What follows belongs to an exercise in optimizing a design on an open flow for a short achievable clock period and few clock cycles; a production flow would make more cautious choices.
Function was not checked in any run shown here: the RTL went through the layout flow alone.
No activity file was given, so power comes from the tool's default toggle rates.

**design/flow/config.mk**
```make
export PLATFORM = sky130hd
export DESIGN_NAME = rbfsm_rx
export DESIGN_NICKNAME = rbfsm_rx
export VERILOG_FILES = /design/flow/design.v
export SDC_FILE = /design/flow/constraint.sdc
export NUM_CORES = 4
export LEC_CHECK = 0
export ABC_CLOCK_PERIOD_IN_PS = 2500
export CAP_MARGIN = 20
export CORE_MARGIN = 2
export CORE_UTILIZATION = 55
export CTS_CLUSTER_DIAMETER = 80
export CTS_CLUSTER_SIZE = 30
export SETUP_SLACK_MARGIN = 5
export SLEW_MARGIN = 20
```
**design/flow/constraint.sdc**
```tcl
create_clock -name core_clock -period 8.0 [get_ports {clk}]
set_input_delay 1.6000 -clock core_clock [delete_from_list [all_inputs] [get_ports {clk}]]
set_output_delay 1.6000 -clock core_clock [all_outputs]
set_load 0.01 [all_outputs]
```
**design/flow/design.v**
```verilog
module rbfsm_rx (
    input  wire        clk,
    input  wire        rst,
    input  wire        push_valid,
    input  wire [7:0]  push_data,
    output wire        push_ready,
    input  wire        cmd_valid,
    input  wire [7:0]  cmd_cap,
    output wire        busy,
    output reg         res_valid,
    output reg  [3:0]  res_code,
    output reg  [7:0]  res_val,
    output reg  [15:0] res_crc,
    output reg         dout_valid,
    output reg  [7:0]  dout_data,
    output wire [6:0]  rb_len,
    output reg  [15:0] corrupt_count
);
    localparam [7:0] DELIM = 8'h7E;
    localparam [7:0] ESCB  = 8'h7D;
    localparam [7:0] XORM  = 8'h20;
    localparam [3:0] RES_OK        = 4'h0;
    localparam [3:0] RES_TOO_SMALL = 4'h5;
    localparam [3:0] RES_NO_FRAME  = 4'h6;
    localparam [3:0] RES_CORRUPT   = 4'h7;
    localparam integer DN = 64;    
    localparam integer FN = 32;    
    localparam integer FW = 22;    
    reg  [6:0]  wc;         
    reg  [6:0]  len;        
    reg         pr_q;       
    reg         st_str;     
    reg         st_dec;     
    reg         busy_q;     
    reg  [7:0]  cap_q;
    reg  [5:0]  rem;        
    reg         pv_q;
    reg  [7:0]  pd_q;
    reg         isE_q;      
    reg         isD_q;      
    reg  [6:0]  pp_q;       
    reg         open;       
    reg         esc;        
    reg  [6:0]  pL;         
    reg  [7:0]  d1, d2;     
    reg  [15:0] crc;        
    reg  [6:0]  pstart;     
    reg  [8*DN-1:0] dq;
    reg  [DN:0] doh;        
    reg         hoff;       
    reg  [FW*FN-1:0] fq;
    reg  [FN:0] foh;        
    reg         fstale;     
    reg  [5:0]  live;       
    reg         hf;         
    assign busy       = busy_q;
    assign push_ready = pr_q;
    assign rb_len     = len;
    wire       term  = pv_q && isE_q && open;                  
    wire       emit  = pv_q && (isE_q ? esc : (esc || !isD_q));
    wire [7:0] dval  = isE_q ? (DELIM ^ XORM) : (esc ? (pd_q ^ XORM) : pd_q);
    function [15:0] crc_byte(input [15:0] c, input [7:0] b);
        integer i;
        reg [15:0] x;
        begin
            x = c ^ {b, 8'h00};
            for (i = 0; i < 8; i = i + 1)
                x = x[15] ? ({x[14:0], 1'b0} ^ 16'h1021) : {x[14:0], 1'b0};
            crc_byte = x;
        end
    endfunction
    wire [15:0] crc_u = crc_byte(crc, d2);
    wire [15:0] cr2   = (pL >= 7'd2) ? crc_u : crc;
    wire        okc   = esc ? ((pL >= 7'd1) && (cr2 == {DELIM ^ XORM, d1}))
                            : ((pL >= 7'd2) && (crc == {d1, d2}));
    wire [6:0]  Lc    = pL + {6'd0, esc};
    wire [FW-1:0] fnew = {okc, Lc, pstart, pp_q + 7'd1};
    wire [FW-1:0] hfr = fstale ? fq[2*FW-1:FW] : fq[FW-1:0];
    wire        h_ok = hfr[21];
    wire [6:0]  h_L  = hfr[20:14];
    wire [6:0]  h_S  = hfr[13:7];
    wire [6:0]  h_E  = hfr[6:0];
    wire [7:0]  dh0  = hoff ? dq[15:8] : dq[7:0];    
    wire [7:0]  dh1  = dq[15:8];                     
    wire wait_case = term && !hf;         
    wire idle   = !busy_q;
    wire acc    = idle && cmd_valid;
    wire one    = (h_L == 7'd1);
    wire fits_in = (|cmd_cap[7:6]) || (cmd_cap[5:0] >= h_L[5:0]);
    wire fits_q  = (|cap_q[7:6])   || (cap_q[5:0]   >= h_L[5:0]);
    wire nofr_a = !hf && !wait_case;                
    wire str_a  = acc && hf && !one && fits_in;     
    wire str_d  = st_dec && hf && !one && fits_q;   
    wire one_d  = st_dec && hf && one && fits_q;    
    wire last_s = st_str && (rem == 6'd1);          
    wire fpop   = one_d || last_s;
    wire cc_inc = one_d || (last_s && !h_ok);
    wire cons   = str_a || str_d || one_d;          
    wire [6:0] t_nf  = open ? pstart : ((pv_q && !isE_q) ? pp_q : wc);
    wire [6:0] len_nf = wc - t_nf;
    wire [6:0] len_s  = wc - h_S;
    wire [6:0] len_e  = wc - h_E;
    wire [DN-1:0] dws = hoff   ? doh[DN:1] : doh[DN-1:0];
    wire [FN-1:0] fws = fstale ? foh[FN:1] : foh[FN-1:0];
    wire          fwe = term;
    integer i;
    always @(posedge clk) begin
        for (i = 0; i < DN; i = i + 1) begin
            if (emit && dws[i])
                dq[8*i +: 8] <= dval;
            else if (hoff)
                dq[8*i +: 8] <= (i == DN-1) ? 8'h00 : dq[8*(i+1) +: 8];
        end
        for (i = 0; i < FN; i = i + 1) begin
            if (fwe && fws[i])
                fq[FW*i +: FW] <= fnew;
            else if (fstale)
                fq[FW*i +: FW] <= (i == FN-1) ? {FW{1'b0}} : fq[FW*(i+1) +: FW];
        end
    end
    wire [DN:0] doh_n = (emit == hoff) ? doh : (emit ? {doh[DN-1:0], 1'b0} : {1'b0, doh[DN:1]});
    wire [FN:0] foh_n = (fwe == fstale) ? foh : (fwe ? {foh[FN-1:0], 1'b0} : {1'b0, foh[FN:1]});
    wire [5:0]  live_w = live + {5'd0, fwe};
    wire [5:0]  live_p = live_w - 6'd1;
    wire [15:0] cc_p1  = corrupt_count + 16'd1;
    always @(posedge clk) begin
        if (rst) begin
            wc            <= 7'd0;
            len           <= 7'd0;
            pr_q          <= 1'b1;
            st_str        <= 1'b0;
            st_dec        <= 1'b0;
            busy_q        <= 1'b0;
            cap_q         <= 8'd0;
            rem           <= 6'd0;
            pv_q          <= 1'b0;
            pd_q          <= 8'd0;
            isE_q         <= 1'b0;
            isD_q         <= 1'b0;
            pp_q          <= 7'd0;
            open          <= 1'b0;
            esc           <= 1'b0;
            pL            <= 7'd0;
            d1            <= 8'd0;
            d2            <= 8'd0;
            crc           <= 16'hFFFF;
            pstart        <= 7'd0;
            doh           <= {{DN{1'b0}}, 1'b1};
            hoff          <= 1'b0;
            foh           <= {{FN{1'b0}}, 1'b1};
            fstale        <= 1'b0;
            live          <= 6'd0;
            hf            <= 1'b0;
            res_valid     <= 1'b0;
            res_code      <= 4'd0;
            res_val       <= 8'd0;
            res_crc       <= 16'd0;
            dout_valid    <= 1'b0;
            dout_data     <= 8'd0;
            corrupt_count <= 16'd0;
        end else begin
            res_valid  <= 1'b0;
            dout_valid <= 1'b0;
            pv_q  <= push_valid && pr_q;
            pd_q  <= push_data;
            isE_q <= (push_data == DELIM);
            isD_q <= (push_data == ESCB);
            pp_q  <= wc;
            if (pv_q) begin
                if (isE_q) begin
                    if (open) begin
                        open <= 1'b0;
                        esc  <= 1'b0;
                        pL   <= 7'd0;
                        crc  <= 16'hFFFF;
                    end
                end else begin
                    if (!open) begin
                        open   <= 1'b1;
                        pstart <= pp_q;
                    end
                    if (esc || !isD_q) begin
                        esc <= 1'b0;
                        pL  <= pL + 7'd1;
                        d1  <= dval;
                        d2  <= d1;
                        if (pL >= 7'd2)
                            crc <= crc_u;
                    end else begin
                        esc <= 1'b1;
                    end
                end
            end
            doh    <= doh_n;
            hoff   <= cons || st_str;
            foh    <= foh_n;
            fstale <= fpop;
            live   <= fpop ? live_p : live_w;
            hf     <= fwe || (fpop ? (live != 6'd1) : hf);
            if (cc_inc)
                corrupt_count <= cc_p1;
            if (idle)
                cap_q <= cmd_cap;
            if (acc) begin
                res_valid <= nofr_a;
                res_code  <= RES_NO_FRAME;
                busy_q    <= !nofr_a;
                len       <= hf ? len_s : len_nf;       
                pr_q      <= nofr_a && (len_nf != 7'd64);
                st_dec    <= !nofr_a && !str_a;
            end
            if (st_dec) begin
                st_dec <= 1'b0;
                if (!hf) begin
                    res_valid <= 1'b1;
                    res_code  <= RES_NO_FRAME;
                    busy_q    <= 1'b0;
                    len       <= len_nf;
                    pr_q      <= (len_nf != 7'd64);
                end else if (!fits_q) begin
                    res_valid <= 1'b1;
                    res_code  <= RES_TOO_SMALL;
                    busy_q    <= 1'b0;
                    len       <= len_s;
                    pr_q      <= (len_s != 7'd64);
                end else if (one) begin
                    res_valid <= 1'b1;
                    res_code  <= RES_CORRUPT;
                    busy_q    <= 1'b0;
                    len       <= len_e;
                    pr_q      <= 1'b1;
                end
            end
            if (str_a || str_d || one_d) begin
                dout_valid <= 1'b1;
                dout_data  <= dh0;
                res_val    <= 8'd1;
                res_crc    <= {8'h00, dh0};
                rem        <= h_L[5:0] - 6'd1;
            end
            if (str_a || str_d)
                st_str <= 1'b1;
            if (st_str) begin
                dout_valid <= 1'b1;
                dout_data  <= dh1;
                rem        <= rem - 6'd1;
                if (rem == 6'd1) begin
                    st_str    <= 1'b0;
                    busy_q    <= 1'b0;
                    res_valid <= 1'b1;
                    res_crc   <= {dh1, dout_data};
                    len       <= len_e;
                    pr_q      <= 1'b1;
                    res_code  <= h_ok ? RES_OK : RES_CORRUPT;
                    res_val   <= h_ok ? {1'b0, h_L - 7'd2} : {1'b0, h_L};
                end
            end
            if (push_valid && pr_q) begin
                wc   <= wc + 7'd1;
                len  <= len + 7'd1;
                pr_q <= (len != 7'd63);
            end
        end
    end
endmodule
```
**design/flow/flow/run.sh**
```bash
#!/bin/bash
set -o pipefail
sed -e 's/SETUP_SLACK_MARGIN=[0-9.]*/SETUP_SLACK_MARGIN=5.8/' \
    -e 's/"\${@:-finish}"/BUFFER_PORTS_ARGS="-buffer_cell sky130_fd_sc_hd__buf_4" "${@:-finish}"/' standard.sh > standard_m.sh
bash standard_m.sh > standard.log 2>&1
```
**design/flow/standard.sh**
```bash
#!/bin/bash
# synth_recipe.tcl (not shown) runs the flow's synth.tcl, then flattens the netlist and writes it again
# the make line also repeats each setting of config.mk as NAME=value (left out here)
make -C /OpenROAD-flow-scripts/flow DESIGN_CONFIG=/design/flow/config.mk WORK_HOME=/design/flow/orfs CLKGATE_MAP_FILE= SYNTH_SCRIPT=/design/flow/synth_recipe.tcl "${@:-finish}"
```
==> results.txt, run 1 <==
# TYPE chip_impl_metric gauge
chip_impl_metric{name="worstRegToRegCells",unit=""} 13
chip_impl_metric{name="total_negative_slack",unit="ns"} 0
chip_impl_metric{name="fin_crit",unit="ns"} 2.97
chip_impl_metric{name="rows",unit=""} 125
chip_impl_metric{name="final_layout_size_suffix_gt1_frac",unit=""} 0.278
chip_impl_info{name="worstSetupEndpointType",value="flip-flop"} 1
chip_impl_info{name="mostFrequentLayoutCells",value="sky130_fd_sc_hd__edfxtp_1, sky130_fd_sc_hd__nand2_1, sky130_fd_sc_hd__o21ai_0, sky130_fd_sc_hd__nor2_1, sky130_fd_sc_hd__a21oi_1"} 1
chip_impl_metric{name="clock_slew_seen_by_the_registers_of_the_worst_setup_and_hold_paths",unit="ns"} 0.10
chip_impl_metric{name="vdd_drop_max",unit="V"} 0.000193
chip_impl_metric{name="worst-slew-pin-transition",unit="ns"} 0.880
chip_impl_info{name="worstSetupEndpoint",value="rem[0]$_SDFFE_PP0P_"} 1
chip_impl_metric{name="postSynthCellCount",unit=""} 5466
chip_impl_metric{name="postSynthRegisterBits",unit=""} 1474
chip_impl_info{name="worstSetupStartpoint",value="cmd_cap[5]"} 1
chip_impl_metric{name="grt_max_degree",unit=""} 79
chip_impl_metric{name="placer_s_final_routability_congestion_estimate",unit=""} 0.813
chip_impl_metric{name="first_global_vias",unit=""} 39957
chip_impl_metric{name="hold-worst-slack",unit="ns"} 0.459
chip_impl_metric{name="num_vias",unit=""} 41479
chip_impl_metric{name="path_max_fanout",unit=""} 5
chip_impl_metric{name="setup_viol",unit=""} 0
chip_impl_metric{name="leakage",unit="nW"} 26.1
chip_impl_info{name="ctsRootBufferMaster",value="sky130_fd_sc_hd__clkbuf_16"} 1
chip_impl_metric{name="number_of_buffers_inserted_by_hold_repair_at_cts",unit=""} 0
chip_impl_metric{name="tightest_slew_margin_relative_to_the_limit",unit=""} 0.413
chip_impl_metric{name="antenna_left",unit=""} 0
chip_impl_metric{name="required",unit="ns"} 8.60
chip_impl_metric{name="synth_area",unit="um^2"} 64400
chip_impl_info{name="final_common_cell",value="sky130_fd_sc_hd__edfxtp_1"} 1
chip_impl_metric{name="synthToLayoutAreaGrowth",unit="%"} 16.9
chip_impl_metric{name="die-area",unit="um^2"} 120000
chip_impl_metric{name="hold_viol",unit=""} 0
chip_impl_metric{name="chipHeight",unit="um"} 346
chip_impl_metric{name="timing.max_cap.violations",unit=""} 0
chip_impl_metric{name="fmaxAchievable",unit="GHz"} 0.337
chip_impl_metric{name="postSynth.asyncResetShare",unit=""} 0
chip_impl_metric{name="seq_area_frac_synth",unit=""} 0.643
chip_impl_metric{name="syn_avg_cell_area",unit="um^2"} 11.8
chip_impl_info{name="rsz_0062_raised_after_global_routing",value="yes"} 1
chip_impl_metric{name="buffer_ports.inserted",unit=""} 82
chip_impl_metric{name="setup.reg_to_reg.worst_slack",unit="ns"} 5.08
chip_impl_metric{name="first_pass_iters",unit=""} 5
chip_impl_metric{name="number_of_drc_markers_after_the_initial_detailed_route_iteration",unit=""} 2883
chip_impl_info{name="critical_path_class",value="input pin to flip-flop"} 1
chip_impl_metric{name="net_count_of_the_finished_layout",unit=""} 5595
chip_impl_metric{name="design.core.area",unit="um^2"} 116000
chip_impl_info{name="critPathLaunchType",value="input pin"} 1
chip_impl_metric{name="grt_first_pass_wirelength",unit="mm"} 225
chip_impl_metric{name="worst_clock_skew",unit="ns"} 0.0289
chip_impl_metric{name="cp_data_arrival_time",unit="ns"} 3.57
chip_impl_metric{name="finalMaxSlewViolations",unit=""} 0
chip_impl_metric{name="cts_made_buffers",unit=""} 68
chip_impl_metric{name="gr-total-overflow",unit=""} 0
chip_impl_metric{name="antenna_violations_before_repair",unit=""} 0
chip_impl_metric{name="synth_cell_type_count",unit=""} 80
chip_impl_metric{name="synth_edf_count",unit=""} 1186
chip_impl_metric{name="cts_num_sinks",unit=""} 1474
chip_impl_metric{name="cts.htree.levels",unit=""} 3
chip_impl_metric{name="hpwlAfterDp",unit="mm"} 83.5
chip_impl_info{name="clock_tree_from_tritoncts",value="built"} 1
chip_impl_info{name="r2r_end",value="rem[0]$_SDFFE_PP0P_"} 1
chip_impl_metric{name="pin_count",unit=""} 83
chip_impl_metric{name="synth_fp_nets",unit=""} 5537
chip_impl_info{name="status",value="no timing/DRC/antenna violations"} 1
chip_impl_metric{name="starting_density_of_the_core",unit=""} 0.554
chip_impl_metric{name="diodes",unit=""} 0
chip_impl_info{name="timing.hold.worst.class",value="flip-flop to flip-flop"} 1
chip_impl_metric{name="period_share",unit=""} 0.371
chip_impl_metric{name="fp.dieW",unit="um"} 346
chip_impl_info{name="main_synth_ff_type",value="sky130_fd_sc_hd__edfxtp_1"} 1
chip_impl_metric{name="gr-usage-all-layers",unit=""} 0.232
chip_impl_metric{name="finalWirelength",unit="mm"} 148
chip_impl_info{name="min_from",value="res_code[3]$_SDFF_PP0_"} 1
chip_impl_metric{name="clock_latency",unit="ns"} 0.69
chip_impl_info{name="r2r-start",value="fstale$_SDFF_PP0_"} 1
chip_impl_metric{name="drcViolationCount",unit=""} 0
chip_impl_metric{name="power.density_cell_area",unit="nW/um^2"} 175
chip_impl_metric{name="wl_per_cell",unit="um"} 20.9
chip_impl_metric{name="ys.warnings.count",unit=""} 1
chip_impl_metric{name="cts_buffer_depth",unit=""} 3
chip_impl_metric{name="viasPerCell",unit=""} 5.84
==> routing by layer <==
| layer | track usage | part of all wire |
|---|---|---|
| met5 | 0 | 0 |
| met2 | 0.397 | 0.50 |
| met3 | 0.0262 | 0.033 |
| met1 | 0.325 | 0.45 |
| met4 | 0.0428 | 0.015 |
==> kinds of logic (layout without fill, tap and decap cells) <==
family                     Yosys count  in the layout  synth area share
AOI/OAI and AO/OA                 1326           1328             0.115
xor gates and xnor gates           122            122            0.0178
and+or+nand+nor                   1545           1555             0.101
buffers and inverters              455            551            0.0277
adders and majority gates           51             51            0.0103
DFF                               1474           1474             0.643
muxes                              493            493            0.0849
==> per-stage QoR <==
| step | power, mW | area [um^2] | worst slack, ns | utilization | instances |
|---|---|---|---|---|---|
| finish | 13.1 | 75200 | 5.03 | 0.647 | 7098 |
| global route | 13.5 | 75200 | 5.00 | 0.647 | 7098 |
| CTS | 13.2 | 72500 | 5.16 | 0.623 | 6992 |
| detailed placement | 8.74 | 66900 | 4.04 | 0.576 | 6723 |
| global placement | 8.74 | 66900 | 3.71 | 0.575 | 6722 |
| floorplan | 8.65 | 65700 | 4.66 | - | 5466 |
==> cell usage after synthesis (all sizes together) (61+ instances only) <==
cell type	instances	area (um^2)
mux2	402	4530
nor2	506	1900
mux2i	91	940
edfxtp	1186	35600
a21oi	491	2460
o21ai	558	2790
a22oi	99	743
nand2	775	2910
dfxtp	288	5770
nand2b	76	475
clkbuf	375	1410
xor2	61	542
==> power by group <==
part | switching (mW) | internal, mW
combinational | 0.302 | 0.193
sequential | 0.0290 | 8.18
clock | 2.56 | 1.88
==> critical path, cell delays in order <==
cell and delay [ns]:
sky130_fd_sc_hd__buf_6 0.10, sky130_fd_sc_hd__ha_4 0.20, sky130_fd_sc_hd__a2111o_1 0.42, sky130_fd_sc_hd__nor2_2 0.20, sky130_fd_sc_hd__o21ai_4 0.11, sky130_fd_sc_hd__buf_12 0.15, sky130_fd_sc_hd__a32o_2 0.30, sky130_fd_sc_hd__buf_12 0.15
sky130_fd_sc_hd__nand3_1 0.12, sky130_fd_sc_hd__a21oi_1 0.08, sky130_fd_sc_hd__nor3_1 0.13
==> registers in the layout, indices dropped and copies added (netlist names), 7 cells and up <==
register and cells:
doh 65, dq 512, fq 704, corrupt_count 16
pstart 7, dout_data 8, pL 7, d2 8
res_val 8, foh 33, wc 7, d1 8
pd_q 8, len 7, crc 16, cap_q 8
pp_q 7, res_crc 16
==> what timing repair did <==
item | 4_1_cts | 5_1_grt
pin swaps | 95 | 74
setup endpoints to repair | 2678 | 1499
gates cloned | 20 | 36
setup buffers | 129 | 70
gates resized for setup | 538 | 267
==> worst min path at each step <==
stage / to / slack (ns) / cells past startpoint
finish: res_code[3]$_SDFF_PP0_ / 0.46 / 2
global route: res_code[3]$_SDFF_PP0_ / 0.46 / 2
CTS: res_code[3]$_SDFF_PP0_ / 0.45 / 2
detailed placement: res_code[3]$_SDFF_PP0_ / 0.44 / 2
global placement: res_code[3]$_SDFF_PP0_ / 0.43 / 2
floorplan: d1[7]$_SDFFE_PP0P_ / 0.44 / 2
==> final cells by class <==
cell class | instances | area (um^2)
clock buffer | 85 | 1880
timing repair inverter | 1 | 8.76
tap | 1524 | 1910
inverter | 24 | 103
timing repair buffer | 406 | 5180
sequential | 1474 | 41600
clock inverter | 35 | 454
multi-input combinational | 3549 | 24100
fill | 8848 | 41000
==> run 2: changes to the inputs <==
--- a/design/flow/config.mk
+++ b/design/flow/config.mk
@@ -8,8 +8,6 @@
 export ABC_CLOCK_PERIOD_IN_PS = 2500
 export CAP_MARGIN = 20
 export CORE_MARGIN = 2
-export CORE_UTILIZATION = 55
-export CTS_CLUSTER_DIAMETER = 80
-export CTS_CLUSTER_SIZE = 30
+export CORE_UTILIZATION = 50
 export SETUP_SLACK_MARGIN = 5
 export SLEW_MARGIN = 20
==> run 2 against run 1 <==
  * Clock-buffer cell count grew 127
  * Global-route usage up 0.067 points
  * Register-to-register slack worse by 0.05 ns
  * Die area grew 9.9%
  * Fmax hardly changed
  * Clock power rose by about 60%
  * Final cell count is 6.6% higher
  * Critical path type is now flip-flop to flip-flop
  * Highest routed layer unchanged
==> results.txt, run 2 <==
# TYPE chip_impl_metric gauge
chip_impl_metric{name="worst_clock_skew",unit="ns"} 0.0264
chip_impl_info{name="critPathLaunchType",value="flip-flop"} 1
chip_impl_metric{name="postSynth.asyncResetShare",unit=""} 0
chip_impl_metric{name="required",unit="ns"} 8.68
chip_impl_metric{name="largest_reg_flops",unit=""} 704
chip_impl_metric{name="ys.warnings.count",unit=""} 1
chip_impl_metric{name="tightest_slew_margin_relative_to_the_limit",unit=""} 0.423
chip_impl_info{name="clock_tree_from_tritoncts",value="built"} 1
chip_impl_info{name="critPathTopFamily",value="compound AO/OA/AOI/OAI gates"} 1
chip_impl_info{name="largest_reg_by_ff_count",value="fq"} 1
chip_impl_metric{name="synth_mux_area_frac",unit=""} 0.0849
chip_impl_metric{name="multiInputGateArea",unit="um^2"} 27000
chip_impl_metric{name="yosys.area.top_type_share",unit=""} 0.553
chip_impl_metric{name="area_fraction_in_and_or_nand_and_nor_cells_after_synthesis",unit=""} 0.101
chip_impl_metric{name="starting_density_of_the_core",unit=""} 0.504
chip_impl_metric{name="synth_edf_count",unit=""} 1186
chip_impl_info{name="crit_path_cell_trace",value="buf_12 -> nand2b_4 -> mux2i_1 -> o21ai_1 -> ha_2 -> inv_2 -> fa_2 -> a21o_1 -> a21oi_2 -> xnor2_2 -> nor2_2 -> a211oi_2 -> o32a_1 -> a221oi_2"} 1
chip_impl_metric{name="path_max_fanout",unit=""} 5
chip_impl_metric{name="cts_made_buffers",unit=""} 156
chip_impl_metric{name="fin_crit",unit="ns"} 2.97
chip_impl_metric{name="synth-xor-area-share",unit=""} 0.0178
chip_impl_metric{name="design_power_total",unit="mW"} 15.8
chip_impl_info{name="critPathSlowestCell",value="sky130_fd_sc_hd__fa_2"} 1
chip_impl_metric{name="seq_area_frac_synth",unit=""} 0.643
chip_impl_info{name="timing.hold.worst.class",value="flip-flop to flip-flop"} 1
chip_impl_metric{name="power.density_cell_area",unit="nW/um^2"} 189
chip_impl_metric{name="hpwlAfterDp",unit="mm"} 82.5
chip_impl_metric{name="diodes",unit=""} 0
chip_impl_metric{name="worst-slew-pin-transition",unit="ns"} 0.864
chip_impl_metric{name="finalWirelength",unit="mm"} 163
chip_impl_metric{name="synthToLayoutAreaGrowth",unit="%"} 29.9
chip_impl_metric{name="period_share",unit=""} 0.371
chip_impl_info{name="rsz_0062_raised_after_global_routing",value="yes"} 1
chip_impl_metric{name="cts.htree.levels",unit=""} 4
chip_impl_metric{name="syn_avg_cell_area",unit="um^2"} 11.8
chip_impl_info{name="worstSetupStartpoint",value="isE_q$_SDFF_PP0_"} 1
chip_impl_info{name="mostFrequentLayoutCells",value="sky130_fd_sc_hd__edfxtp_1, sky130_fd_sc_hd__nand2_1, sky130_fd_sc_hd__o21ai_0, sky130_fd_sc_hd__a21oi_2, sky130_fd_sc_hd__nor2_1"} 1
chip_impl_metric{name="hold_viol",unit=""} 0
chip_impl_metric{name="first_global_vias",unit=""} 42878
chip_impl_metric{name="buffer_ports.inserted",unit=""} 82
chip_impl_metric{name="number_of_drc_markers_after_the_initial_detailed_route_iteration",unit=""} 3226
chip_impl_metric{name="first_pass_iters",unit=""} 5
chip_impl_metric{name="num-fill-cells",unit=""} 9229
chip_impl_metric{name="cp_data_arrival_time",unit="ns"} 3.65
chip_impl_info{name="synth_top_family_by_area",value="compound AO/OA/AOI/OAI gates"} 1
chip_impl_metric{name="finalMaxSlewViolations",unit=""} 0
chip_impl_metric{name="drcViolationCount",unit=""} 0
chip_impl_metric{name="grt_first_pass_wirelength",unit="mm"} 244
chip_impl_metric{name="chipHeight",unit="um"} 363
chip_impl_metric{name="net_count_of_the_finished_layout",unit=""} 5849
chip_impl_info{name="largest_registers",value="fq x704, dq x512, doh x65"} 1
chip_impl_metric{name="fmaxAchievable",unit="GHz"} 0.337
chip_impl_info{name="leading_cell_types_by_total_area_after_synthesis",value="sky130_fd_sc_hd__edfxtp_1, sky130_fd_sc_hd__dfxtp_1, sky130_fd_sc_hd__mux2_2"} 1
chip_impl_metric{name="postSynthCellCount",unit=""} 5466
chip_impl_metric{name="total_negative_slack",unit="ns"} 0
chip_impl_metric{name="timing.max_cap.violations",unit=""} 0
chip_impl_metric{name="viasPerCell",unit=""} 5.76
chip_impl_metric{name="wl_per_cell",unit="um"} 21.6
chip_impl_metric{name="pin_count",unit=""} 83
chip_impl_metric{name="placer_s_final_routability_congestion_estimate",unit=""} 0.829
chip_impl_metric{name="synth_area",unit="um^2"} 64400
chip_impl_metric{name="gr-total-overflow",unit=""} 0
chip_impl_metric{name="cts_num_sinks",unit=""} 1474
chip_impl_info{name="ys_top_cells_by_count",value="sky130_fd_sc_hd__edfxtp_1, sky130_fd_sc_hd__nand2_1, sky130_fd_sc_hd__o21ai_0"} 1
chip_impl_info{name="worstSetupEndpointType",value="flip-flop"} 1
chip_impl_metric{name="clock_slew_seen_by_the_registers_of_the_worst_setup_and_hold_paths",unit="ns"} 0.06
chip_impl_info{name="min_from",value="cap_q[7]$_SDFFE_PP0N_"} 1
chip_impl_metric{name="leakage",unit="nW"} 29.8
chip_impl_metric{name="design.core.area",unit="um^2"} 128000
chip_impl_metric{name="grt_max_degree",unit=""} 76
chip_impl_metric{name="setup_viol",unit=""} 0
chip_impl_metric{name="die-area",unit="um^2"} 132000
chip_impl_info{name="r2r-start",value="isE_q$_SDFF_PP0_"} 1
chip_impl_metric{name="num_vias",unit=""} 43610
chip_impl_info{name="yosysMostFrequentCell",value="sky130_fd_sc_hd__edfxtp_1"} 1
chip_impl_info{name="yosys.area.top_type",value="sky130_fd_sc_hd__edfxtp_1"} 1
chip_impl_metric{name="antenna_left",unit=""} 0
chip_impl_metric{name="rows",unit=""} 131
chip_impl_metric{name="cts_buffer_depth",unit=""} 3
chip_impl_metric{name="gr-usage-all-layers",unit=""} 0.233
chip_impl_metric{name="synth_compound_area_frac",unit=""} 0.115
chip_impl_metric{name="worst-path-buf-inv",unit=""} 2
chip_impl_metric{name="synth_fa_ha_area_frac",unit=""} 0.0103
chip_impl_metric{name="worst_path_largest_cell_delay",unit="ns"} 0.38
chip_impl_metric{name="synth_fp_nets",unit=""} 5537
chip_impl_metric{name="synth_cell_type_count",unit=""} 80
chip_impl_info{name="ctsRootBufferMaster",value="sky130_fd_sc_hd__clkbuf_16"} 1
chip_impl_metric{name="clock_latency",unit="ns"} 0.80
chip_impl_info{name="status",value="no timing/DRC/antenna violations"} 1
chip_impl_metric{name="final_layout_size_suffix_gt1_frac",unit=""} 0.381
chip_impl_info{name="final_common_cell",value="sky130_fd_sc_hd__edfxtp_1"} 1
chip_impl_info{name="critical_path_class",value="flip-flop to flip-flop"} 1
chip_impl_metric{name="regArea",unit="um^2"} 41600
chip_impl_info{name="main_synth_ff_type",value="sky130_fd_sc_hd__edfxtp_1"} 1
chip_impl_metric{name="antenna_violations_before_repair",unit=""} 1
chip_impl_metric{name="fp.dieW",unit="um"} 363
chip_impl_metric{name="postSynthRegisterBits",unit=""} 1474
chip_impl_metric{name="vdd_drop_max",unit="V"} 0.000197
run 2: final timing paths:
kind / slack, ns / cells after the start / endpoint
min reg2reg: 0.51 / 2 / cap_q[7]$_SDFFE_PP0N_
min: 0.51 / 2 / cap_q[7]$_SDFFE_PP0N_
max reg2reg: 5.03 / 14 / len[4]$_SDFF_PP0_
max: 5.03 / 14 / len[4]$_SDFF_PP0_
run 2: kinds of logic after synthesis:
family	after synthesis
adders and majority gates	51
buffers and inverters	455
DFF	1474
xor gates and xnor gates	122
muxes	493
and+or+nand+nor	1545
AOI/OAI and AO/OA	1326
run 2: worst register-to-register path, stage by stage (launching register included):
cell and delay (ns):
sky130_fd_sc_hd__dfxtp_2 0.32, sky130_fd_sc_hd__buf_12 0.13, sky130_fd_sc_hd__nand2b_4 0.18, sky130_fd_sc_hd__mux2i_1 0.14, sky130_fd_sc_hd__o21ai_1 0.18, sky130_fd_sc_hd__ha_2 0.21
sky130_fd_sc_hd__inv_2 0.04, sky130_fd_sc_hd__fa_2 0.38, sky130_fd_sc_hd__a21o_1 0.18, sky130_fd_sc_hd__a21oi_2 0.17, sky130_fd_sc_hd__xnor2_2 0.11, sky130_fd_sc_hd__nor2_2 0.16
sky130_fd_sc_hd__a211oi_2 0.05, sky130_fd_sc_hd__o32a_1 0.37, sky130_fd_sc_hd__a221oi_2 0.24
run 2: cell type report:
cell class / instances / share of cell area
multi-input combinational: 3551 / 0.323
timing repair buffer: 570 / 0.0948
inverter: 24 / 0.00123
tap: 1662 / 0.0249
clock inverter: 73 / 0.00825
timing repair inverter: 1 / 0.000195
clock buffer: 212 / 0.0511
sequential: 1474 / 0.497
run 2: layer usage:
metal  track usage  wire, um  vias up
met5             0         0        -
met4        0.0757      4930        0
met3        0.0396      6840      298
met2         0.389     81900      882
met1         0.310     69800    21977
li1              -         -    20453
run 2: report_power, final:
part / internal (mW) / switching (mW) / leakage [nW]
Clock: 4.05 / 3.06 / 2.43
Sequential: 8.19 / 0.0299 / 13.0
Combinational: 0.187 / 0.303 / 14.3
run 2: metrics by stage:
| step | util | cells | setup WS, ns | hold slack (ns) | area, um^2 |
|---|---|---|---|---|---|
| floorplan | - | 5466 | 4.66 | 0.439 | 65700 |
| global placement | 0.525 | 6859 | 3.73 | 0.431 | 67000 |
| detailed placement | 0.525 | 6862 | 4.08 | 0.438 | 67100 |
| CTS | 0.619 | 7442 | 5.06 | 0.444 | 79000 |
| global route | 0.655 | 7567 | 4.89 | 0.525 | 83600 |
| finish | 0.655 | 7567 | 5.03 | 0.506 | 83600 |
run 2: timing repair:
item / 4_1_cts / 5_1_grt
hold buffers: 0 / 0
gates cloned: 77 / 33
gates resized for setup: 956 / 816
setup endpoints to repair: 2689 / 2394
pin swaps: 144 / 225
setup buffers: 218 / 92
==> run 3: changes to the inputs <==
--- a/design/flow/design.v
+++ b/design/flow/design.v
@@ -231,13 +231,14 @@
                     pr_q      <= 1'b1;
                 end
             end
-            if (str_a || str_d || one_d) begin
-                dout_valid <= 1'b1;
+            if (idle || st_dec) begin
                 dout_data  <= dh0;
                 res_val    <= 8'd1;
                 res_crc    <= {8'h00, dh0};
                 rem        <= h_L[5:0] - 6'd1;
             end
+            if (str_a || str_d || one_d)
+                dout_valid <= 1'b1;
             if (str_a || str_d)
                 st_str <= 1'b1;
             if (st_str) begin
--- a/design/flow/config.mk
+++ b/design/flow/config.mk
@@ -8,6 +8,8 @@
 export ABC_CLOCK_PERIOD_IN_PS = 2500
 export CAP_MARGIN = 20
 export CORE_MARGIN = 2
-export CORE_UTILIZATION = 50
+export CORE_UTILIZATION = 55
+export CTS_CLUSTER_DIAMETER = 80
+export CTS_CLUSTER_SIZE = 30
 export SETUP_SLACK_MARGIN = 5
 export SLEW_MARGIN = 20
==> run 3 against run 2 <==
  * Still clean
  * Sequential power barely moved
  * Clock power fell by 39%
  * Global-route usage rose by 1.7 points
  * Clock skew rose by 0.013 ns
  * Fmax fell by 4.9%
  * Final cell count fell by 6.3%
  * Via count fell by 3.6%
  * Sequential cell count did not move
  * Critical path depth fell by 5
  * Critical endpoint is now fq[395]$_DFFE_PP_
  * Largest power group unchanged
==> results.txt, run 3 <==
# TYPE chip_impl_metric gauge
chip_impl_metric{name="setup_viol",unit=""} 0
chip_impl_metric{name="utilization",unit=""} 0.648
chip_impl_metric{name="synth_fa_ha_area_frac",unit=""} 0.0103
chip_impl_metric{name="postSynth.asyncResetShare",unit=""} 0
chip_impl_metric{name="largest_reg_flops",unit=""} 704
chip_impl_metric{name="number_of_drc_markers_after_the_initial_detailed_route_iteration",unit=""} 3795
chip_impl_metric{name="synth_fp_nets",unit=""} 5544
chip_impl_metric{name="logic_depth_of_the_worst_setup_path_including_buffers",unit=""} 9
chip_impl_metric{name="cts_num_sinks",unit=""} 1474
chip_impl_info{name="largest_registers",value="fq x704, dq x512, doh x65"} 1
chip_impl_info{name="r2r_end",value="fq[395]$_DFFE_PP_"} 1
chip_impl_info{name="min_from",value="pd_q[0]$_SDFF_PP0_"} 1
chip_impl_metric{name="grt_max_degree",unit=""} 71
chip_impl_metric{name="placement.setup.worst_slack",unit="ns"} 4.18
chip_impl_info{name="yosys.area.top_type",value="sky130_fd_sc_hd__edfxtp_1"} 1
chip_impl_metric{name="fp.dieW",unit="um"} 346
chip_impl_metric{name="synth_area",unit="um^2"} 64200
chip_impl_metric{name="first_global_vias",unit=""} 39365
chip_impl_metric{name="combinationalPowerShare",unit=""} 0.048
chip_impl_info{name="critPathSlowestCell",value="sky130_fd_sc_hd__or4_4"} 1
chip_impl_metric{name="setup.reg_to_reg.worst_slack",unit="ns"} 4.88
chip_impl_info{name="final_common_cell",value="sky130_fd_sc_hd__edfxtp_1"} 1
chip_impl_metric{name="worst-slew-pin-transition",unit="ns"} 1.05
chip_impl_metric{name="vdd_drop_max",unit="V"} 0.000179
chip_impl_metric{name="synth_edf_count",unit=""} 1186
chip_impl_metric{name="fmaxAchievable",unit="GHz"} 0.321
chip_impl_metric{name="finalWirelength",unit="mm"} 156
chip_impl_metric{name="cts_buffer_depth",unit=""} 3
chip_impl_info{name="ctsRootBufferMaster",value="sky130_fd_sc_hd__clkbuf_16"} 1
chip_impl_metric{name="grt_first_pass_wirelength",unit="mm"} 235
chip_impl_metric{name="synth-xor-area-share",unit=""} 0.0145
chip_impl_metric{name="design.core.area",unit="um^2"} 116000
chip_impl_info{name="worst_path_most_repeated_cell",value="sky130_fd_sc_hd__or4_4"} 1
chip_impl_metric{name="clock_latency",unit="ns"} 0.69
chip_impl_metric{name="first_pass_iters",unit=""} 6
chip_impl_info{name="r2r-start",value="pL[6]$_SDFFE_PP0P_"} 1
chip_impl_info{name="worstSetupStartpoint",value="pL[6]$_SDFFE_PP0P_"} 1
chip_impl_metric{name="final_layout_size_suffix_gt1_frac",unit=""} 0.267
chip_impl_info{name="largest_reg_by_ff_count",value="fq"} 1
chip_impl_metric{name="synth_mux_area_frac",unit=""} 0.0860
chip_impl_metric{name="cts_made_buffers",unit=""} 66
chip_impl_metric{name="leakage",unit="nW"} 26.3
chip_impl_metric{name="required",unit="ns"} 8.55
chip_impl_metric{name="starting_density_of_the_core",unit=""} 0.553
chip_impl_metric{name="path_max_fanout",unit=""} 8
chip_impl_metric{name="worstRegToRegCells",unit=""} 9
chip_impl_metric{name="seq_area_frac_synth",unit=""} 0.645
chip_impl_metric{name="sequential_group_share_of_total_power",unit=""} 0.625
chip_impl_metric{name="postSynthRegisterBits",unit=""} 1474
chip_impl_metric{name="die-area",unit="um^2"} 119000
chip_impl_info{name="status",value="no timing/DRC/antenna violations"} 1
chip_impl_metric{name="rows",unit=""} 125
chip_impl_metric{name="gr-total-overflow",unit=""} 0
chip_impl_metric{name="finalMaxSlewViolations",unit=""} 0
chip_impl_metric{name="final_critical_path_setup_slack",unit="ns"} 4.88
chip_impl_metric{name="hold_viol",unit=""} 0
chip_impl_metric{name="synth_cell_type_count",unit=""} 69
chip_impl_info{name="critPathLaunchType",value="flip-flop"} 1
chip_impl_metric{name="buffer_ports.inserted",unit=""} 82
chip_impl_metric{name="power.density_cell_area",unit="nW/um^2"} 175
chip_impl_info{name="mostFrequentLayoutCells",value="sky130_fd_sc_hd__edfxtp_1, sky130_fd_sc_hd__nand2_1, sky130_fd_sc_hd__o21ai_0, sky130_fd_sc_hd__a21oi_1, sky130_fd_sc_hd__nor2_1"} 1
chip_impl_metric{name="tightest_slew_margin_relative_to_the_limit",unit=""} 0.296
chip_impl_info{name="crit_path_cell_trace",value="or4_4 -> or4_4 -> mux2i_2 -> xnor2_1 -> a2111o_1 -> o31ai_4 -> buf_12 -> buf_16 -> mux2_2"} 1
chip_impl_info{name="clock_tree_from_tritoncts",value="built"} 1
chip_impl_info{name="main_synth_ff_type",value="sky130_fd_sc_hd__edfxtp_1"} 1
chip_impl_metric{name="chipHeight",unit="um"} 346
chip_impl_metric{name="num_vias",unit=""} 42019
chip_impl_info{name="worstSetupEndpoint",value="fq[395]$_DFFE_PP_"} 1
chip_impl_metric{name="synth_compound_area_frac",unit=""} 0.119
chip_impl_metric{name="cts.htree.levels",unit=""} 3
chip_impl_metric{name="fin_crit",unit="ns"} 3.12
chip_impl_info{name="ys_top_cells_by_count",value="sky130_fd_sc_hd__edfxtp_1, sky130_fd_sc_hd__nand2_1, sky130_fd_sc_hd__o21ai_0"} 1
chip_impl_metric{name="final_design_area_no_fill",unit="um^2"} 75200
chip_impl_metric{name="placement.cell_area",unit="um^2"} 66700
chip_impl_info{name="critical_path_class",value="flip-flop to flip-flop"} 1
chip_impl_metric{name="period_share",unit=""} 0.390
chip_impl_metric{name="timing.max_cap.violations",unit=""} 0
chip_impl_metric{name="cp_data_arrival_time",unit="ns"} 3.67
chip_impl_metric{name="area_fraction_in_and_or_nand_and_nor_cells_after_synthesis",unit=""} 0.0985
chip_impl_metric{name="p_int",unit="mW"} 10.3
chip_impl_info{name="leading_cell_types_by_total_area_after_synthesis",value="sky130_fd_sc_hd__edfxtp_1, sky130_fd_sc_hd__dfxtp_1, sky130_fd_sc_hd__mux2_2"} 1
chip_impl_metric{name="placer_s_final_routability_congestion_estimate",unit=""} 0.824
chip_impl_metric{name="worst_path_largest_cell_delay",unit="ns"} 0.53
chip_impl_metric{name="viasPerCell",unit=""} 5.93
chip_impl_metric{name="net_count_of_the_finished_layout",unit=""} 5589
chip_impl_metric{name="yosys.area.top_type_share",unit=""} 0.555
chip_impl_metric{name="num-fill-cells",unit=""} 8795
chip_impl_metric{name="pin_count",unit=""} 83
chip_impl_metric{name="p_sw",unit="mW"} 2.90
chip_impl_metric{name="power_frac_clock",unit=""} 0.327
chip_impl_metric{name="ys.warnings.count",unit=""} 1
chip_impl_metric{name="clock_slew_seen_by_the_registers_of_the_worst_setup_and_hold_paths",unit="ns"} 0.11
chip_impl_metric{name="wl_per_cell",unit="um"} 22.1
chip_impl_metric{name="worst_clock_skew",unit="ns"} 0.0398
chip_impl_info{name="yosysMostFrequentCell",value="sky130_fd_sc_hd__edfxtp_1"} 1
chip_impl_metric{name="hpwlAfterDp",unit="mm"} 82.2
chip_impl_metric{name="synthToLayoutAreaGrowth",unit="%"} 17.2
chip_impl_info{name="rsz_0062_raised_after_global_routing",value="yes"} 1
chip_impl_metric{name="total_negative_slack",unit="ns"} 0
chip_impl_info{name="synth_top_family_by_area",value="compound AO/OA/AOI/OAI gates"} 1
chip_impl_metric{name="postSynthCellCount",unit=""} 5473
chip_impl_metric{name="antenna_violations_before_repair",unit=""} 7
chip_impl_info{name="worstSetupEndpointType",value="flip-flop"} 1
chip_impl_metric{name="antenna_left",unit=""} 0
chip_impl_metric{name="gr-usage-all-layers",unit=""} 0.250
chip_impl_info{name="timing.hold.worst.class",value="flip-flop to flip-flop"} 1
chip_impl_metric{name="syn_avg_cell_area",unit="um^2"} 11.7
chip_impl_metric{name="number_of_buffers_inserted_by_hold_repair_at_cts",unit=""} 0
chip_impl_info{name="critPathTopFamily",value="simple AND/OR/NAND/NOR gates"} 1
chip_impl_metric{name="drcViolationCount",unit=""} 0
chip_impl_metric{name="worst-path-buf-inv",unit=""} 2
chip_impl_metric{name="power.switching_fraction",unit=""} 0.220
run 3: through the flow:
step | total power, mW | instances | hold slack, ns
6_report | 13.2 | 7089 | 0.467
5_1_grt | 13.6 | 7088 | 0.483
4_1_cts | 13.2 | 7001 | 0.475
3_5_place_dp | 8.86 | 6728 | 0.461
3_3_place_gp | 8.85 | 6725 | 0.452
2_1_floorplan | 8.72 | 5473 | 0.429
run 3: area by class of cell:
| class | count | area [um^2] | area share |
|---|---|---|---|
| multi-input cells | 3556 | 24300 | 0.323 |
| flip-flops and latches | 1474 | 41500 | 0.552 |
| repair buffers | 392 | 5130 | 0.0682 |
| clock inverters | 28 | 324 | 0.00431 |
| well taps | 1524 | 1910 | 0.0254 |
| inverters | 28 | 115 | 0.00153 |
| clock buffers | 86 | 1900 | 0.0252 |
| diodes | 1 | 2.50 | 0.0000333 |
run 3: worst register-to-register path: stages (launching register included):
cell and delay [ns]:
sky130_fd_sc_hd__dfxtp_4 0.36, sky130_fd_sc_hd__or4_4 0.53, sky130_fd_sc_hd__or4_4 0.50, sky130_fd_sc_hd__mux2i_2 0.19
sky130_fd_sc_hd__xnor2_1 0.15, sky130_fd_sc_hd__a2111o_1 0.43, sky130_fd_sc_hd__o31ai_4 0.27, sky130_fd_sc_hd__buf_12 0.19
sky130_fd_sc_hd__buf_16 0.18, sky130_fd_sc_hd__mux2_2 0.19
run 3: how the worst min path moves through the flow:
stage | end | cells after the start
after floorplan | d1[0]$_SDFFE_PP0P_ | 2
after global placement | res_val[5]$_SDFF_PP0_ | 2
after detailed placement | res_crc[14]$_SDFF_PP0_ | 2
after CTS | d1[0]$_SDFFE_PP0P_ | 2
after global routing | d1[0]$_SDFFE_PP0P_ | 2
final | d1[0]$_SDFFE_PP0P_ | 2
run 3: repair_timing:
| action | in CTS | in global routing |
|---|---|---|
| pin swaps | 38 | 76 |
| setup buffers | 124 | 60 |
| gates resized for setup | 581 | 299 |
| gates cloned | 35 | 27 |
| endpoints found under the setup margin | 2666 | 1671 |
run 3: logic make-up (layout without fill, tap and decap cells):
kind of cell	count (synthesis)	after routing
adder cells (fa/ha/maj)	51	51
XOR/XNOR	103	103
multiplexers	501	501
flip-flops	1474	1474
other	0	1
AND/OR/NAND/NOR	1514	1524
buffers and inverters	457	534
AO/OA/AOI/OAI	1373	1377
run 3: routing by layer:
metal	vias up	track usage	share of wire
li1	19906	-	-
met1	20881	0.381	0.48
met2	1067	0.387	0.45
met3	163	0.0338	0.057
met4	2	0.0491	0.019
met5	-	0	0.000070
run 3: power groups by stage:
stage	Sequential, mW	Combinational, mW	Clock, mW
2_1_floorplan	8.41	0.314	0
3_3_place_gp	8.42	0.434	0
3_5_place_dp	8.42	0.439	0
4_1_cts	8.24	0.539	4.41
5_1_grt	8.25	0.676	4.66
6_report	8.24	0.635	4.32
==> run 4: changes to the inputs <==
--- a/design/flow/config.mk
+++ b/design/flow/config.mk
@@ -8,8 +8,9 @@
 export ABC_CLOCK_PERIOD_IN_PS = 2500
 export CAP_MARGIN = 20
 export CORE_MARGIN = 2
-export CORE_UTILIZATION = 55
+export CORE_UTILIZATION = 65
 export CTS_CLUSTER_DIAMETER = 80
 export CTS_CLUSTER_SIZE = 30
+export PLACE_DENSITY = 0.7
 export SETUP_SLACK_MARGIN = 5
 export SLEW_MARGIN = 20
==> run 4 against run 3 <==
  * Non-clock buffer count rose by 3
  * Clock-buffer cell count grew 4
  * Synthesized cell count did not move
  * Final cell count down 3.4%
  * Global-route usage up 3.7 points
  * Critical path depth unchanged
  * Combinational power down 5.4%
  * Critical endpoint is now fq[43]$_DFFE_PP_
  * Largest cell class unchanged
  * Largest power group unchanged
==> results.txt, run 4 <==
# TYPE chip_impl_metric gauge
chip_impl_metric{name="number_of_drc_markers_after_the_initial_detailed_route_iteration",unit=""} 5022
chip_impl_metric{name="wl_per_cell",unit="um"} 22.6
chip_impl_metric{name="net_count_of_the_finished_layout",unit=""} 5588
chip_impl_metric{name="tightest_slew_margin_relative_to_the_limit",unit=""} 0.420
chip_impl_metric{name="clock_slew_seen_by_the_registers_of_the_worst_setup_and_hold_paths",unit="ns"} 0.12
chip_impl_metric{name="multiInputGateArea",unit="um^2"} 24000
chip_impl_metric{name="setup_viol",unit=""} 0
chip_impl_metric{name="required",unit="ns"} 8.59
chip_impl_metric{name="total_negative_slack",unit="ns"} 0
chip_impl_metric{name="yosys.area.top_type_share",unit=""} 0.555
chip_impl_metric{name="num_vias",unit=""} 42795
chip_impl_metric{name="rows",unit=""} 115
chip_impl_metric{name="finalMaxSlewViolations",unit=""} 0
chip_impl_metric{name="postSynthCellCount",unit=""} 5473
chip_impl_metric{name="gr-total-overflow",unit=""} 0
chip_impl_info{name="yosysMostFrequentCell",value="sky130_fd_sc_hd__edfxtp_1"} 1
chip_impl_info{name="timing.hold.worst.class",value="flip-flop to flip-flop"} 1
chip_impl_metric{name="largest_reg_flops",unit=""} 704
chip_impl_metric{name="synth_edf_count",unit=""} 1186
chip_impl_metric{name="fp.dieW",unit="um"} 318
chip_impl_metric{name="combinationalPowerShare",unit=""} 0.047
chip_impl_info{name="critPathSlowestCell",value="sky130_fd_sc_hd__or4_4"} 1
chip_impl_metric{name="design.core.area",unit="um^2"} 98100
chip_impl_metric{name="period_share",unit=""} 0.395
chip_impl_info{name="yosys.area.top_type",value="sky130_fd_sc_hd__edfxtp_1"} 1
chip_impl_metric{name="placer_s_final_routability_congestion_estimate",unit=""} 0.901
chip_impl_metric{name="post-place-cells",unit=""} 6492
chip_impl_metric{name="number_of_buffers_inserted_by_hold_repair_at_cts",unit=""} 0
chip_impl_metric{name="area_fraction_in_and_or_nand_and_nor_cells_after_synthesis",unit=""} 0.0985
chip_impl_metric{name="synth_mux_area_frac",unit=""} 0.0860
chip_impl_metric{name="starting_density_of_the_core",unit=""} 0.654
chip_impl_metric{name="final_design_area_no_fill",unit="um^2"} 74100
chip_impl_metric{name="fin_crit",unit="ns"} 3.16
chip_impl_metric{name="synth_area",unit="um^2"} 64200
chip_impl_metric{name="p_int",unit="mW"} 9.93
chip_impl_info{name="final_common_cell",value="sky130_fd_sc_hd__edfxtp_1"} 1
chip_impl_metric{name="timing.max_cap.violations",unit=""} 0
chip_impl_metric{name="die-area",unit="um^2"} 101000
chip_impl_metric{name="cts.htree.levels",unit=""} 2
chip_impl_metric{name="path_max_fanout",unit=""} 8
chip_impl_metric{name="leakage",unit="nW"} 25.7
chip_impl_metric{name="synth_fp_nets",unit=""} 5544
chip_impl_metric{name="vdd_drop_max",unit="V"} 0.000262
chip_impl_info{name="critPathTopFamily",value="simple AND/OR/NAND/NOR gates"} 1
chip_impl_metric{name="worst-path-buf-inv",unit=""} 2
chip_impl_metric{name="seq_area_frac_synth",unit=""} 0.645
chip_impl_metric{name="cp_data_arrival_time",unit="ns"} 3.75
chip_impl_metric{name="chipHeight",unit="um"} 318
chip_impl_metric{name="first_pass_iters",unit=""} 6
chip_impl_metric{name="synthToLayoutAreaGrowth",unit="%"} 15.5
chip_impl_metric{name="num-fill-cells",unit=""} 6180
chip_impl_metric{name="final_cells",unit=""} 6850
chip_impl_info{name="critPathLaunchType",value="flip-flop"} 1
chip_impl_metric{name="cts_num_sinks",unit=""} 1474
chip_impl_info{name="synth_top_family_by_area",value="compound AO/OA/AOI/OAI gates"} 1
chip_impl_metric{name="gr-usage-all-layers",unit=""} 0.287
chip_impl_metric{name="drcViolationCount",unit=""} 0
chip_impl_metric{name="finalWirelength",unit="mm"} 155
chip_impl_info{name="worst_path_most_repeated_cell",value="sky130_fd_sc_hd__or4_4"} 1
chip_impl_info{name="status",value="no timing/DRC/antenna violations"} 1
chip_impl_metric{name="power_frac_clock",unit=""} 0.303
chip_impl_info{name="rsz_0062_raised_after_global_routing",value="yes"} 1
chip_impl_metric{name="postSynthRegisterBits",unit=""} 1474
chip_impl_metric{name="first_global_vias",unit=""} 39185
chip_impl_metric{name="hpwlAfterDp",unit="mm"} 81.9
chip_impl_metric{name="synth_cell_type_count",unit=""} 69
chip_impl_metric{name="worst_path_largest_cell_delay",unit="ns"} 0.54
chip_impl_info{name="ys_top_cells_by_count",value="sky130_fd_sc_hd__edfxtp_1, sky130_fd_sc_hd__nand2_1, sky130_fd_sc_hd__o21ai_0"} 1
chip_impl_metric{name="synth-xor-area-share",unit=""} 0.0145
chip_impl_metric{name="fmaxAchievable",unit="GHz"} 0.316
chip_impl_metric{name="grt_max_degree",unit=""} 72
chip_impl_metric{name="synth_fa_ha_area_frac",unit=""} 0.0103
chip_impl_metric{name="pin_count",unit=""} 83
chip_impl_info{name="ctsRootBufferMaster",value="sky130_fd_sc_hd__clkbuf_16"} 1
chip_impl_metric{name="power.density_cell_area",unit="nW/um^2"} 171
chip_impl_info{name="leading_cell_types_by_total_area_after_synthesis",value="sky130_fd_sc_hd__edfxtp_1, sky130_fd_sc_hd__dfxtp_1, sky130_fd_sc_hd__mux2_2"} 1
chip_impl_metric{name="sequential_group_share_of_total_power",unit=""} 0.649
chip_impl_info{name="largest_reg_by_ff_count",value="fq"} 1
chip_impl_metric{name="syn_avg_cell_area",unit="um^2"} 11.7
chip_impl_metric{name="regArea",unit="um^2"} 41500
chip_impl_metric{name="utilization",unit=""} 0.755
chip_impl_info{name="critical_path_class",value="flip-flop to flip-flop"} 1
chip_impl_metric{name="placement.cell_area",unit="um^2"} 66400
chip_impl_info{name="largest_registers",value="fq x704, dq x512, doh x65"} 1
chip_impl_metric{name="worst-slew-pin-transition",unit="ns"} 0.870
chip_impl_metric{name="postSynth.asyncResetShare",unit=""} 0
chip_impl_metric{name="grt_first_pass_wirelength",unit="mm"} 230
chip_impl_info{name="clock_tree_from_tritoncts",value="built"} 1
chip_impl_metric{name="viasPerCell",unit=""} 6.25
chip_impl_metric{name="p_sw",unit="mW"} 2.76
chip_impl_metric{name="worst_clock_skew",unit="ns"} 0.0472
chip_impl_info{name="crit_path_cell_trace",value="or4_4 -> or4_4 -> mux2i_2 -> xnor2_1 -> a2111o_1 -> o31ai_4 -> buf_12 -> clkbuf_16 -> mux2_4"} 1
chip_impl_metric{name="final_layout_size_suffix_gt1_frac",unit=""} 0.253
chip_impl_info{name="worstSetupEndpointType",value="flip-flop"} 1
chip_impl_metric{name="cts_buffer_depth",unit=""} 3
chip_impl_metric{name="cts_made_buffers",unit=""} 58
chip_impl_metric{name="hold_viol",unit=""} 0
chip_impl_metric{name="antenna_left",unit=""} 0
chip_impl_metric{name="clock_latency",unit="ns"} 0.74
chip_impl_info{name="main_synth_ff_type",value="sky130_fd_sc_hd__edfxtp_1"} 1
chip_impl_metric{name="antenna_violations_before_repair",unit=""} 1
chip_impl_metric{name="ys.warnings.count",unit=""} 1
chip_impl_metric{name="power.switching_fraction",unit=""} 0.217
chip_impl_metric{name="synth_compound_area_frac",unit=""} 0.119
chip_impl_info{name="mostFrequentLayoutCells",value="sky130_fd_sc_hd__edfxtp_1, sky130_fd_sc_hd__nand2_1, sky130_fd_sc_hd__o21ai_0, sky130_fd_sc_hd__a21oi_1, sky130_fd_sc_hd__nor2_1"} 1
chip_impl_metric{name="buffer_ports.inserted",unit=""} 82
-- run 4: cell counts after synthesis --
No cell type changed its count.
-- run 4: worst register-to-register path, cell delays in order, from the launching register on --
cell                        delay (ns)
sky130_fd_sc_hd__dfxtp_4          0.37
sky130_fd_sc_hd__or4_4            0.54
sky130_fd_sc_hd__or4_4            0.51
sky130_fd_sc_hd__mux2i_2          0.20
sky130_fd_sc_hd__xnor2_1          0.15
sky130_fd_sc_hd__a2111o_1         0.40
sky130_fd_sc_hd__o31ai_4          0.27
sky130_fd_sc_hd__buf_12           0.20
sky130_fd_sc_hd__clkbuf_16        0.22
sky130_fd_sc_hd__mux2_4           0.16
-- run 4: cell families after synthesis --
family | after synthesis
buffers and inverters | 457
AOI/OAI and AO/OA | 1373
and+or+nand+nor | 1514
xor gates and xnor gates | 103
DFF | 1474
adders and majority gates | 51
muxes | 501
-- run 4: routing by layer --
| layer | GRT usage | share of wire | wire (um) |
|---|---|---|---|
| met1 | 0.452 | 0.45 | 69700 |
| met2 | 0.434 | 0.45 | 69300 |
| met3 | 0.0352 | 0.081 | 12600 |
| met4 | 0.0561 | 0.022 | 3400 |
| met5 | 0 | 0 | 0 |
-- run 4: stage by stage --
| stage | worst slack [ns] | hold WS (ns) | power, mW |
|---|---|---|---|
| final | 4.84 | 0.477 | 12.7 |
| after global routing | 4.78 | 0.501 | 13.0 |
| after CTS | 4.87 | 0.473 | 12.7 |
| after detailed placement | 3.88 | 0.460 | 8.86 |
| after global placement | 3.98 | 0.454 | 8.85 |
| after floorplan | 5.13 | 0.429 | 8.72 |
-- run 4: timing repair --
item	in CTS	in global routing
setup endpoints to repair	2677	1046
resized for setup	503	286
cloned	27	35
pin swaps	37	66
setup buffers	120	70
-- run 4: layout make-up --
| cell class | count | share of cell area |
|---|---|---|
| clock inverter | 15 | 0.00275 |
| sequential | 1474 | 0.561 |
| tap | 1287 | 0.0217 |
| multi-input combinational | 3559 | 0.323 |
| timing repair buffer | 395 | 0.0682 |
| antenna | 1 | 0.0000338 |
| timing repair inverter | 1 | 0.000118 |
| inverter | 28 | 0.00174 |
| clock buffer | 90 | 0.0215 |
-- run 4: worst paths after layout --
kind / start / end / slack, ns / depth (start not counted)
worst max-delay path: pL[6]$_SDFFE_PP0P_ / fq[43]$_DFFE_PP_ / 4.84 / 9
worst min-delay path: res_val[2]$_SDFF_PP0_ / res_val[2]$_SDFF_PP0_ / 0.48 / 2
worst max register to register: pL[6]$_SDFFE_PP0P_ / fq[43]$_DFFE_PP_ / 4.84 / 9
worst min register to register: res_val[2]$_SDFF_PP0_ / res_val[2]$_SDFF_PP0_ / 0.48 / 2
-- run 4: power groups by stage --
stage          logic (mW)  registers [mW]  clock network [mW]
5_1_grt             0.636            8.25                4.12
2_1_floorplan       0.314            8.41                   0
3_3_place_gp        0.439            8.41                   0
3_5_place_dp        0.443            8.41                   0
4_1_cts             0.542            8.24                3.88
6_report            0.601            8.24                3.85

[port drivers added, routing unchanged]
The results above use ideal ports. As a check the final layouts listed here were re-extracted and re-timed, cells and wires unchanged. Step 1 assumes that a clkbuf_16 drives the clock port and a buf_2 every other input. Step 2, shift: input delay + t, output delay - t, t = (earliest + latest rising clock arrival at the registers) / 2. This alone moves slack from input paths to output paths. Slacks: ideal / step 1 / step 2; pairs: ideal / step 1.
run	t (ns)	setup slack, ns	hold slack, ns	slew at the worst register clock pin (ns)
run 1	0.741	5.033 / 5.072 / 4.331	0.459 / 0.459 / 0.459	0.12 / 0.12
run 2	0.850	5.033 / 5.033 / 4.303	0.506 / 0.506 / 0.506	0.07 / 0.07
run 3	0.745	4.881 / 4.881 / 4.761	0.467 / 0.467 / 0.467	0.12 / 0.12
run 4	0.795	4.840 / 4.840 / 4.840	0.477 / 0.477 / 0.477	0.12 / 0.12
After both steps every run listed still meets setup and hold. The setup slack of run 2, which loses most, moves by 0.000 ns with the drivers and by -0.730 ns with both steps.
